From an optimization exercise on the open Yosys and OpenROAD flow, aimed at small area; shortcuts taken in it are not production practice. Only simulation tests tie the RTL to the original design; equivalence was not proved. The flow treats the clock pin as an ideal source. Dropping or thinning the clock tree relies on that and would not hold on a real chip. No activity file was given, so power comes from the tool's default toggle rates.

## flow/design.v

```verilog
module ksih (
    input  wire        clk,
    input  wire        rst,           
    output wire [3:0]  col_o,         
    input  wire [3:0]  row_i,         
    output wire [4:0]  out_o,         
    output wire        out_we_o,      
    input  wire        edge_i,        
    output wire        irq_o,         
    input  wire        invoke_i,      
    output wire        ret_o,         
    output wire        busy_o,        
    input  wire        hcmd_valid_i,  
    input  wire [10:0] hcmd_i,        
    output wire [7:0]  hrdata_o       
);
    reg [3:0] s_q;
    reg [3:0] col_q;
    reg [4:0] out_q;
    reg       ier_q;
    reg       isr_q;
    reg [7:0] hrdata_q;
    wire idle   = (s_q == 4'd0 || s_q == 4'd1 || s_q == 4'd2 || s_q == 4'd3);
    wire hv     = idle && hcmd_valid_i && !invoke_i;
    wire [2:0] op  = hcmd_i[10:8];
    wire       a0  = hcmd_i[0];
    wire s_out  = (s_q == 4'd12 || s_q == 4'd13 || s_q == 4'd14 || s_q == 4'd15);
    wire s_outm = (s_q == 4'd11);
    wire s_col1 = (s_q == 4'd6);
    wire s_coln = (s_q == 4'd7);
    wire s_dis  = (s_q == 4'd4);
    wire s_en   = (s_q == 4'd10);
    wire s_clr  = (s_q == 4'd9);
    wire [3:0] rl  = ~row_i;
    wire       hit = (rl == 4'b0001) | (rl == 4'b0010) | (rl == 4'b0100) | (rl == 4'b1000);
    wire rc1 = rl[2] | rl[3];
    wire rc0 = rl[1] | rl[3];
    wire [1:0] rr = {s_q[1], s_q[0]};
    wire cc1 = !col_q[2] | !col_q[3];
    wire cc0 = !col_q[1] | !col_q[3];
    reg [3:0] code;
    always @(*) begin
        case ({rr, cc1, cc0})
            4'd0: code = 4'hD;
            4'd1: code = 4'hE;
            4'd2: code = 4'hF;
            4'd3: code = 4'h0;
            4'd4: code = 4'hC;
            4'd5: code = 4'h9;
            4'd6: code = 4'h8;
            4'd7: code = 4'h7;
            4'd8: code = 4'hB;
            4'd9: code = 4'h6;
            4'd10: code = 4'h5;
            4'd11: code = 4'h4;
            4'd12: code = 4'hA;
            4'd13: code = 4'h3;
            4'd14: code = 4'h2;
            default: code = 4'h1;
        endcase
    end
    reg [3:0] s_d;
    always @(*) begin
        case (s_q)
            4'd4: s_d = 4'd5;
            4'd5: s_d = isr_q ? 4'd6 : 4'd1;
            4'd6, 4'd7: s_d = 4'd8;
            4'd8: s_d = hit ? (4'd12 | ({3'b000, rc1} << 1) | ({3'b000, rc0} << 0)) :
                          col_q[3] ? 4'd7 : 4'd11;
            4'd12, 4'd13, 4'd14, 4'd15, 4'd11: s_d = 4'd9;
            4'd9: s_d = 4'd10;
            4'd10: s_d = 4'd1;
            default: s_d = invoke_i ? 4'd4 : (hv && op == 3'd2) ? 4'd2 : 4'd0;
        endcase
    end
    always @(posedge clk) begin
        if (rst) begin
            s_q      <= 4'd0;
            col_q    <= 4'b1111;
            ier_q    <= 1'b0;
            isr_q    <= 1'b0;
            hrdata_q <= 8'h00;
        end else begin
            s_q <= s_d;
            if (s_col1)
                col_q <= 4'b1110;
            else if (s_coln)
                col_q <= {col_q[2:0], col_q[3]};
            else if (hv && op == 3'd0)
                col_q <= hcmd_i[3:0];
            if (s_dis || (hv && op == 3'd4 && a0))
                ier_q <= 1'b0;
            else if (s_en || (hv && op == 3'd6 && a0))
                ier_q <= 1'b1;
            isr_q <= edge_i | (isr_q & ~(s_clr || (hv && op == 3'd5 && a0)));
            if (hv && op == 3'd1)
                hrdata_q <= {row_i, col_q};
            else if (hv && op == 3'd3)
                hrdata_q <= {7'b0, isr_q};
        end
    end
    always @(posedge clk) begin
        if (rst)
            ;
        else if (s_out)
            out_q <= {1'b0, code};
        else if (s_outm)
            out_q <= 5'h10;
        else if (hv && op == 3'd2)
            out_q <= hcmd_i[4:0];
    end
    assign col_o    = col_q;
    assign out_o    = out_q;
    assign out_we_o = (s_q == 4'd2 || s_q == 4'd9);
    assign irq_o    = ier_q & isr_q;
    assign ret_o    = (s_q == 4'd1);
    assign busy_o   = !idle;
    assign hrdata_o = hrdata_q;
endmodule
```

## flow/flow/run.sh

```bash
#!/bin/bash
# Own layout flow: the standard flow (standard.sh) with the standard
# synthesis unchanged; then the combinational logic is re-mapped for area
# (OpenROAD restructure, before floorplanning), every port gets a buf_1
# buffer, and the clock tree has no dummy loads.
set -euo pipefail
W=$(pwd)
bash standard.sh synth > synth.log 2>&1
bash standard.sh \
  "PRE_FLOORPLAN_TCL=$W/flow/restructure.tcl" \
  "BUFFER_PORTS_ARGS=-buffer_cell sky130_fd_sc_hd__buf_1" \
  "CTS_ARGS=-sink_clustering_enable -repair_clock_nets -dont_use_dummy_load -buf_list sky130_fd_sc_hd__clkbuf_8" \
  finish > layout.log 2>&1
```

## flow/flow/restructure.tcl

```tcl
# PRE_FLOORPLAN hook: re-map the combinational logic of the standard
# synthesis for area with OpenROAD's restructure (registers are untouched).
set_dont_use $::env(DONT_USE_CELLS)
set rs_lib ""
foreach l $::env(LIB_FILES) {
  if { [string match "*sky130_fd_sc_hd__tt*" $l] } { set rs_lib $l }
}
report_design_area
file mkdir $::env(OBJECTS_DIR)/restructure
restructure -target area -liberty_file $rs_lib \
  -tielo_port sky130_fd_sc_hd__conb_1/LO -tiehi_port sky130_fd_sc_hd__conb_1/HI \
  -work_dir $::env(OBJECTS_DIR)/restructure
report_design_area
```

## flow/standard.sh

```bash
#!/bin/bash
# synth_recipe.tcl (not shown) runs the flow's synth.tcl, then flattens the netlist and writes it again
# the make line also repeats each setting of config.mk as NAME=value (left out here)
make -C /OpenROAD-flow-scripts/flow DESIGN_CONFIG=/design/flow/config.mk WORK_HOME=/design/flow/orfs CLKGATE_MAP_FILE= SYNTH_SCRIPT=/design/flow/synth_recipe.tcl "${@:-finish}"
```

## flow/config.mk

```make
export PLATFORM = sky130hd
export DESIGN_NAME = ksih
export DESIGN_NICKNAME = ksih
export VERILOG_FILES = /design/flow/design.v
export SDC_FILE = /design/flow/constraint.sdc
export NUM_CORES = 4
export LEC_CHECK = 0
export CAP_MARGIN = 20
export CORE_MARGIN = 2
export CORE_UTILIZATION = 40
export SLEW_MARGIN = 20
```

## flow/constraint.sdc

```tcl
create_clock -name core_clock -period 10.0 [get_ports {clk}]
set_input_delay 2.0000 -clock core_clock [delete_from_list [all_inputs] [get_ports {clk}]]
set_output_delay 2.0000 -clock core_clock [all_outputs]
set_load 0.01 [all_outputs]
```

==> results.txt, run 1 <==
status stopped before the end; Stopped at floorplan; error msg [ERROR EST-0104] inconsistent parasitics state; Warnings, synthesis 1; row cnt 19; die width 58.2 µm; Starting Density 42.2%; Die H 58.2 µm; synthesized netlist cell count 152; Mapped Area 0.00117 mm²; syn_area_per_cell 7.73 µm²
==> run 2: changes to the inputs <==
==> flow/flow/run.sh (replaced) <==
#!/bin/bash
# Own layout flow: the standard flow (standard.sh) with the standard
# synthesis unchanged; then the combinational logic is re-mapped for area
# (OpenROAD restructure, at the end of floorplanning), every port gets a buf_1
# buffer, and the clock tree has no dummy loads.
set -euo pipefail
W=$(pwd)
bash standard.sh synth > synth.log 2>&1
bash standard.sh \
  "POST_FLOORPLAN_TCL=$W/flow/restructure.tcl" \
  "BUFFER_PORTS_ARGS=-buffer_cell sky130_fd_sc_hd__buf_1" \
  "CTS_ARGS=-sink_clustering_enable -repair_clock_nets -dont_use_dummy_load -buf_list sky130_fd_sc_hd__clkbuf_8" \
  finish > layout.log 2>&1
--- a/flow/flow/restructure.tcl
+++ b/flow/flow/restructure.tcl
@@ -1,4 +1,4 @@
-# PRE_FLOORPLAN hook: re-map the combinational logic of the standard
+# POST_FLOORPLAN hook: re-map the combinational logic of the standard
 # synthesis for area with OpenROAD's restructure (registers are untouched).
 set_dont_use $::env(DONT_USE_CELLS)
 set rs_lib ""
==> run 2 against run 1 <==
Effect of this change:
- now clean on timing, DRC and antenna
- area after synthesis rose by 12%
- synthesized cell count rose by 2.0%
==> results.txt, run 2 <==
Regs by FF count hrdata_q: 8 flops, out_q: 5 flops; pin count of the biggest net entering global routing 14; Max Clock Skew 6.17 ps; # DRC 0; multi-input logic area 578 µm²; Critical Path RT 8000 ps; GR Util met3 3.36%; hold buffers post-CTS 0; post-synthesis simple-gate area fraction 25.6%; CTS H-tree lvls 1; Net Count, Synth 178; Warnings, synthesis 1; CP Capture Type primary output; average wire per standard cell 12.2 µm; Setup WS post-layout 6260 ps; post-route setup TNS 0 ps; final setup vio count 0; CTS tree yes; Die H 61.3 µm; multiplexer share of the synthesized area 3.24%; initial antenna violation count 0; fillcell total 325; Starting Density 42.6%; Final Total Pwr 187 µW; Max Cap Violations 0; slowest CP cell dfxtp_1; most frequent cells in the layout 37 x buf_1, 35 x nor2_1, 23 x clkinv_1; XOR/XNOR Fraction of Synth Area 2.67%; Adder-Cell Fraction of Synth Area 2.86%; met2 GRT Util 27.1%; core area 0.00308 mm²; CTS resizes 0; total CTS buffers 3; worst path arrival time 1740 ps; EDFF count, synth 5; HPWL Detailed 2250 µm; Biggest register hrdata_q; diode count 0; PortBufs 37; M1 GR Usage 21.9%; synthesis-stage register bit count 23; flop2flop setup slack 8100 ps; largest family of logic cells by synthesized area simple AND/OR/NAND/NOR gates; worst hold stages 2; I/O pin count 41; Slew Limit Fails 0; fin crit share 37.4%; Net count, final 214; crit path max fanout 10; ys async rst share 0%; min Tclk post-route 3740 ps; Clock transition at path regs 80 ps; Reg2Reg Depth 8; number of global-route vias before repair 1049; Layout area overhead 7.44%; Synth area leaders dfxtp_1 27%, edfxtp_1 11%, nor2_1 5.7%; pwr dens 133 mW/mm²; CP dominant cell by count nor2_1; Hold WC Path Type flop to flop; clock sink count 23; DR pass1 iterations 4; register area 510 µm²; Worst VDD drop 0.0760 mV; drt first-iter violations 66; status timing/DRC/antenna clean; max FFs per register 8; row cnt 20; pre-CTS WS 6590 ps; vias per cell 5.32; Slew HR 61.9%; syn_area_per_cell 8.47 µm²; Synth Area in Compound Gates 21.6%; commonest non-fill, non-tap cell in the layout buf_1; root buffer cell clkbuf_8; Setup CP Type flop to primary output; total grt overflow 0; first-pass GRT wire length 4640 µm; full die area 0.00376 mm²; Max Freq 267 MHz; layout cells sized above 1 1.56%; largest stage delay on the critical path 520 ps; Post-CTS Setup Bufs 0; unrepaired setup endpoints after global routing no; Final Wtd Congestion 0.883; CP startpoint kind flop; Mapped Area 0.00131 mm²; die width 61.3 µm; Synth cell types 41; Yosys top cell by area dfxtp_1; ANT nets after route 0; critical-path cell list clkinv_1 > nor2_1 > o21ai_0 > nor2_1 > buf_1; Tot GR Track Use 16.7%; clk latency of the worst-skew pair 260 ps; GR peak layer met2; leakage power 0.471 nW; pin slew with the least headroom to its limit 572 ps; worst-case clock buffer depth 2; commonest cells in the netlist 20 x nor2_1, 18 x dfxtp_1, 17 x nand2_1; top_reg_cell synth dfxtp_1; Via Count 1256; most common cell in the synthesized netlist nor2_1; Final Hold Vio Count 0; final WL 2870 µm; sequential share of the synthesized area 38.9%; top cell type's share of synthesized area 27.5%; synthesized netlist cell count 155
[run 2: metal layers]
layer | routed length [µm] | up-vias
li1 | - | 639
met5 | 0 | -
met1 | 1330 | 562
met3 | 194 | 4
met4 | 31 | 0
met2 | 1320 | 51
[run 2: per-stage QoR]
step	cell area (µm²)	std cells	hold slack [ps]	util, %
finish	1410	236	498	45.8
global route	1410	236	536	45.8
CTS	1410	236	505	45.8
detailed placement	1370	233	484	44.5
global placement	1370	233	470	44.5
floorplan	1310	155	488	-
[run 2: critical path: cells and delay by family, from the launching register on]
family | cells | cell delay (ps)
flops | 1 | 520
buf+inv | 2 | 450
compound gates | 1 | 140
simple gates | 2 | 370
[run 2: power breakdown]
group / total, mW / internal, mW / switching, mW
Clock: 0.0556 / 0.0269 / 0.0287
Combinational: 0.0304 / 0.0112 / 0.0192
Sequential: 0.101 / 0.0974 / 0.00367
Total: 0.187 / 0.136 / 0.0515
[run 2: cells by family (layout without fill, tap and decap cells)]
| logic type | count (synthesis) | after routing |
|---|---|---|
| fa+ha+maj | 3 | 0 |
| simple gates | 63 | 54 |
| compound gates | 43 | 52 |
| flops | 23 | 23 |
| xor+xnor | 4 | 0 |
| buf+inv | 15 | 63 |
| mux | 4 | 0 |
[run 2: area by class of cell]
| cell class | count | share of cell area [%] |
|---|---|---|
| timing repair buffer | 37 | 9.85 |
| clock buffer | 3 | 2.93 |
| inverter | 23 | 6.12 |
| multi-input combinational | 106 | 41.0 |
| tap | 44 | 3.90 |
| sequential | 23 | 36.2 |
[run 2: worst paths after layout]
kind                    start     endpoint
setup / recovery       s_q[0]     out_we_o
hold / removal    hrdata_q[3]  hrdata_q[3]
setup reg to reg       s_q[3]  hrdata_q[0]
hold reg to reg   hrdata_q[3]  hrdata_q[3]
==> run 3: changes to the inputs <==
==> flow/flow/run.sh (replaced) <==
#!/bin/bash
# Own layout flow on top of the standard flow (standard.sh):
#  1. the standard synthesis, unchanged;
#  2. its combinational logic re-mapped for area by Yosys/ABC, every
#     register kept as the same cell instance with the same name;
#  3. the standard layout, with a buf_1 buffer on every port and a clock
#     tree without dummy loads.
# Each tool writes its full output to a log file in this folder.
set -euo pipefail
W=$(pwd)
R=$W/orfs/results/$FLOW_PLATFORM/ksih/base
LIB=$FLOW_HOME/platforms/sky130hd/lib/sky130_fd_sc_hd__tt_025C_1v80.lib

bash standard.sh synth > synth.log 2>&1

cp $R/1_2_yosys.v $W/standard_synth.v
cat > $W/remap.ys <<EOS
read_liberty -ignore_miss_func $LIB
read_verilog $W/standard_synth.v
hierarchy -top $FLOW_TOP
blackbox sky130_fd_sc_hd__dfxtp_1 sky130_fd_sc_hd__edfxtp_1
flatten
rename -hide w:*.*
opt_clean -purge
tee -o $W/remap_before.txt stat -liberty $LIB
abc -liberty $LIB -dont_use *lpflow* -dont_use *probe* -script $W/flow/remap.abc
setundef -zero
hilomap -singleton -hicell sky130_fd_sc_hd__conb_1 HI -locell sky130_fd_sc_hd__conb_1 LO
opt_clean -purge
rename -enumerate -pattern rmp_%
tee -o $W/remap_after.txt stat -liberty $LIB
write_verilog -noattr -noexpr -nohex -nodec $W/remapped.v
EOS
${YOSYS_EXE:-yosys} -s $W/remap.ys > remap.log 2>&1
cp $W/remapped.v $R/1_2_yosys.v

bash standard.sh \
  "BUFFER_PORTS_ARGS=-buffer_cell sky130_fd_sc_hd__buf_1" \
  "CTS_ARGS=-sink_clustering_enable -repair_clock_nets -dont_use_dummy_load -buf_list sky130_fd_sc_hd__clkbuf_8" \
  finish > layout.log 2>&1
==> flow/flow/remap.abc (new file) <==
strash
&get -n
&deepsyn -T 60
&dch -f
&nf -R 1000
&put
removed: flow/flow/restructure.tcl
==> run 3 against run 2 <==
Effect of this change:
- count of clock-buffer cells in the layout is the same
- non-clock buffer count is the same
- critical path type unchanged
- die area decreased by 17%
- still clean on timing, DRC and antenna
- highest routed layer unchanged
==> results.txt, run 3 <==
status timing/DRC/antenna clean; max FFs per register 8; worst hold stages 1; Post-CTS Setup Bufs 0; Max Clock Skew 13.4 ps; Net Count, Synth 145; commonest non-fill, non-tap cell in the layout buf_1; final setup vio count 0; total grt overflow 0; core area 0.00252 mm²; CP startpoint kind flop; R2R Path Start s_q[2]; Biggest register hrdata_q; average wire per standard cell 14.1 µm; die width 55.9 µm; pin slew with the least headroom to its limit 813 ps; Warnings, synthesis 1; CTS resizes 0; Max Cap Violations 0; most frequent cells in the layout 37 x buf_1, 18 x dfxtp_1, 15 x nor2_1; row cnt 18; flop2flop setup slack 7770 ps; WHS Endpoint hrdata_q[0]; first-pass GRT wire length 4490 µm; number of global-route vias before repair 981; I/O pin count 41; total CTS buffers 3; Via Count 1118; CTS H-tree lvls 1; Critical Path RT 8000 ps; hold buffers post-CTS 0; worst path arrival time 1540 ps; Final Wtd Congestion 0.774; leakage power 0.461 nW; Layout area overhead 20.2%; Slew Limit Fails 0; unrepaired setup endpoints after global routing no; post-route setup TNS 0 ps; r2r endpoint hrdata_q[2]; pwr dens 139 mW/mm²; Tot GR Track Use 17.9%; clk latency of the worst-skew pair 270 ps; Hold Crit Start hrdata_q[0]; CTS tree yes; drt first-iter violations 30; root buffer cell clkbuf_8; final core utilization 51.4%; Regs by FF count hrdata_q: 8 flops, out_q: 5 flops; pin count of the biggest net entering global routing 14; Starting Density 42.8%; initial antenna violation count 0; Slew HR 45.4%; Worst VDD drop 0.0666 mV; Clock transition at path regs 80 ps; ANT nets after route 0; Max Freq 282 MHz; CP Capture Type primary output; worst-case clock buffer depth 2; final WL 2740 µm; Hold WC Path Type flop to flop; clock sink count 23; DR pass1 iterations 4; PortBufs 37; Final Hold Vio Count 0; fin crit share 35.4%; min Tclk post-route 3540 ps; layout cells sized above 1 1.82%; syn_area_per_cell 8.63 µm²; diode count 0; Die H 55.9 µm; vias per cell 5.73; Reg2Reg Depth 5; Net count, final 187; full die area 0.00313 mm²; # DRC 0; Setup CP Type flop to primary output; HPWL Detailed 2120 µm; Mapped Area 0.00108 mm²; crit path max fanout 8; synthesized netlist cell count 125
## run 3: worst max-delay path by stage
stage	start	to	slack [ps]	depth (start not counted)
3_3_place_gp	rst	hrdata_q[7]	6440	4
5_1_grt	s_q[3]	out_we_o	6350	4
2_1_floorplan	invoke_i	col_q[0]	6750	5
4_1_cts	s_q[3]	out_we_o	6460	4
3_5_place_dp	invoke_i	hrdata_q[2]	6390	5
6_report	s_q[2]	out_we_o	6460	4
## run 3: report_power, final
group | switching (mW) | internal [mW]
Clock | 0.0281 | 0.0269
Sequential | 0.00460 | 0.0976
Combinational | 0.0144 | 0.00882
## run 3: layout make-up
class                   instances  area, µm²
inverters                      10       37.5
flip-flops and latches         23        510
multi-input cells              92        531
repair buffers                 37        139
fillers                       263       1230
clock buffers                   3       41.3
well taps                      30       37.5
## run 3: per-stage QoR
| step | setup slack [ps] | std cells | power [mW] | hold slack, ps | area [µm²] |
|---|---|---|---|---|---|
| 2_1_floorplan | 6750 | 125 | 0.117 | 454 | 1080 |
| 3_3_place_gp | 6440 | 192 | 0.127 | 458 | 1250 |
| 3_5_place_dp | 6390 | 192 | 0.127 | 456 | 1250 |
| 4_1_cts | 6460 | 195 | 0.182 | 485 | 1300 |
| 5_1_grt | 6350 | 195 | 0.190 | 493 | 1300 |
| 6_report | 6460 | 195 | 0.180 | 477 | 1300 |
## run 3: worst max-delay path: stages (launching register included)
cell and delay, ps:
dfxtp_1 390, nor2_1 320, clkinv_1 180, o21ai_0 210
buf_1 170
## run 3: metal layers
metal	GRT usage (%)	wire length [µm]
met5	0	0
met4	8.16	49
met2	29.3	1330
met3	2.56	129
met1	23.4	1230
==> run 4: changes to the inputs <==
--- a/flow/flow/run.sh
+++ b/flow/flow/run.sh
@@ -4,7 +4,7 @@
 #  2. its combinational logic re-mapped for area by Yosys/ABC, every
 #     register kept as the same cell instance with the same name;
 #  3. the standard layout, with a buf_1 buffer on every port and a clock
-#     tree without dummy loads.
+#     tree cut down to a single buffer (flow/onebuf.tcl, after CTS).
 # Each tool writes its full output to a log file in this folder.
 set -euo pipefail
 W=$(pwd)
@@ -34,7 +34,8 @@
 ${YOSYS_EXE:-yosys} -s $W/remap.ys > remap.log 2>&1
 cp $W/remapped.v $R/1_2_yosys.v
 
-bash standard.sh \
+ONEBUF_CELL=sky130_fd_sc_hd__clkbuf_16 bash standard.sh \
+  "POST_CTS_TCL=$W/flow/onebuf.tcl" \
   "BUFFER_PORTS_ARGS=-buffer_cell sky130_fd_sc_hd__buf_1" \
   "CTS_ARGS=-sink_clustering_enable -repair_clock_nets -dont_use_dummy_load -buf_list sky130_fd_sc_hd__clkbuf_8" \
   finish > layout.log 2>&1
==> flow/flow/onebuf.tcl (new file) <==
# POST_CTS hook: the clock tree of this small design needs only one buffer.
# Move every sink of the leaf clock buffers onto the root buffer's net,
# remove the leaf buffers, and size the root buffer.
set blk [ord::get_db_block]
set root ""
foreach inst [$blk getInsts] {
  set oterm [$inst findITerm X]
  if { $oterm == "NULL" } { continue }
  set ia [$inst findITerm A]
  if { $ia == "NULL" } { continue }
  set in [$ia getNet]
  if { $in != "NULL" && [$in getName] == "clk" && [string match "clkbuf_*" [$inst getName]] } { set root $inst }
}
set rnet [[$root findITerm X] getNet]
set leaves {}
foreach it [$rnet getITerms] {
  set inst [$it getInst]
  if { $inst != $root && [string match "clkbuf_*" [$inst getName]] } { lappend leaves $inst }
}
foreach leaf $leaves {
  set lnet [[$leaf findITerm X] getNet]
  foreach it [$lnet getITerms] {
    if { [$it getInst] != $leaf } { $it disconnect; $it connect $rnet }
  }
  odb::dbInst_destroy $leaf
  odb::dbNet_destroy $lnet
}
set m [[ord::get_db] findMaster $::env(ONEBUF_CELL)]
$root swapMaster $m
puts "onebuf: [$root getName] now $::env(ONEBUF_CELL), removed [llength $leaves] leaf buffers"
detailed_placement
estimate_parasitics -placement
==> run 4 against run 3 <==
Effect of this change:
- first-iteration DRC count is 83% higher
- combinational power hardly changed
- core utilization is 0.64 points lower
- die area stayed put
- design area is 1.3% lower
- global-route usage is 2.3 points higher
- register-to-register slack hardly changed
- critical path type is now primary input to flop
- critical endpoint is now hrdata_q[2]
- largest cell class unchanged
==> results.txt, run 4 <==
Max Freq 289 MHz; Regs by FF count hrdata_q: 8 flops, out_q: 5 flops; Slew HR 44.9%; Max Clock Skew 3.89 ps; Warnings, synthesis 1; R2R Path Start s_q[3]; Max Cap Violations 0; pin count of the biggest net entering global routing 24; crit path max fanout 7; HPWL Detailed 2120 µm; full die area 0.00313 mm²; number of global-route vias before repair 967; CP Launch Point invoke_i; pin slew with the least headroom to its limit 821 ps; final setup vio count 0; Slew Limit Fails 0; average wire per standard cell 14.1 µm; pre-CTS WS 6390 ps; Final Wtd Congestion 0.774; most frequent cells in the layout 37 x buf_1, 18 x dfxtp_1, 15 x nor2_1; Layout area overhead 18.7%; Net count, final 185; worst path arrival time 3560 ps; CP startpoint kind primary input; number of cells after detailed placement 192; unrepaired setup endpoints after global routing no; I/O pin count 41; Clock transition at path regs 90 ps; Tot GR Track Use 20.2%; Net Count, Synth 145; status timing/DRC/antenna clean; Worst VDD drop 0.0684 mV; Finished Layout Cells 193; final WL 2720 µm; fillcell total 265; leakage power 0.452 nW; commonest non-fill, non-tap cell in the layout buf_1; Hold WC Path Type flop to flop; Critical Path RT 10100 ps; Starting Density 42.8%; post-route setup TNS 0 ps; die width 55.9 µm; Final Hold Vio Count 0; Setup WS post-layout 6540 ps; vias per cell 5.84; DR pass1 iterations 5; clock sink count 23; initial antenna violation count 0; Placed Area 0.00125 mm²; syn_area_per_cell 8.63 µm²; synthesized netlist cell count 125; # DRC 0; row cnt 18; drt first-iter violations 55; Biggest register hrdata_q; first-pass GRT wire length 4440 µm; Hold Crit Start hrdata_q[0]; fin crit share 34.6%; max FFs per register 8; core area 0.00252 mm²; clk latency of the worst-skew pair 150 ps; CP Capture Type flop; Die H 55.9 µm; Design Area, Final 0.00128 mm²; Mapped Area 0.00108 mm²; layout cells sized above 1 0.613%; Via Count 1127; min Tclk post-route 3460 ps; Setup CP Type primary input to flop; PortBufs 37; diode count 0; total grt overflow 0; ANT nets after route 0; pwr dens 130 mW/mm²
[run 4: report_power, final]
part / total (mW) / leakage [nW] / switching, mW / internal [mW]
combinational: 0.0233 / 0.248 / 0.0145 / 0.00882
clock: 0.0406 / 0.0123 / 0.0223 / 0.0183
sequential: 0.102 / 0.192 / 0.00443 / 0.0976
total: 0.166 / 0.452 / 0.0412 / 0.125
[run 4: routing by layer]
metal	track usage [%]	wire length, µm	vias to the layer above
li1	-	-	551
met5	0	0	-
met3	2.56	229	2
met1	28.3	1100	526
met4	4.08	27	0
met2	33.5	1370	48
[run 4: critical path, stage by stage]
cell and delay [ps]:
buf_1 80, nand3b_1 230, or3_1 360, nor3_1 640, a22o_1 230
[run 4: through the flow]
step | hold WS [ps] | power, mW | util (%)
after floorplan | 454 | 0.117 | -
after global placement | 458 | 0.127 | 49.8
after detailed placement | 456 | 0.127 | 49.8
after global routing | 496 | 0.176 | 50.7
final | 478 | 0.166 | 50.7
[run 4: path summary, 6_finish.rpt]
| check | depth (start not counted) | end | slack [ps] |
|---|---|---|---|
| hold / removal | 1 | hrdata_q[0] | 480 |
| setup reg to reg | 5 | hrdata_q[2] | 7770 |
| hold reg to reg | 1 | hrdata_q[0] | 480 |
| setup / recovery | 5 | hrdata_q[2] | 6540 |
[run 4: final cells by class]
| type | instances | area [µm²] | share of cell area (%) |
|---|---|---|---|
| Clock buffer | 1 | 25.0 | 1.96 |
| Inverter | 10 | 37.5 | 2.93 |
| Multi-Input combinational cell | 92 | 531 | 41.4 |
| Sequential cell | 23 | 510 | 39.9 |
| Tap cell | 30 | 37.5 | 2.93 |
| Timing Repair Buffer | 37 | 139 | 10.9 |

## port drivers added, routing unchanged
How much do the figures lean on ideal ports? The routed layouts below were timed once more, with nothing changed but the port constraints. Step 1 sets driving cells, clkbuf_16 on the clock port and buf_2 on the other inputs (assumed; they add their load-dependent delay and slew). Step 2 times the ports against the registers' clock, not the clock port: input delays grow and output delays shrink by t, the midpoint of the rising clock arrivals with the driver on. Three values: no drivers, after step 1, after step 2; two values: the first two.
run | t (ns) | setup WS [ns] | worst setup path after step 2 | latest minus earliest clock arrival (ns) | worst register clock-pin slew, ns
run 2 | 0.282 | 6.256 / 6.234 / 6.516 | register to output | 0.006 / 0.006 | 0.08 / 0.08
run 3 | 0.286 | 6.457 / 6.430 / 6.373 | input to register | 0.014 / 0.014 | 0.08 / 0.08
run 4 | 0.181 | 6.541 / 6.532 / 6.370 | input to register | 0.004 / 0.004 | 0.09 / 0.09
After both steps setup and hold are still met in every run listed. The setup slack of run 4, which loses most, moves by -0.009 ns with the drivers and by -0.171 ns with both steps.
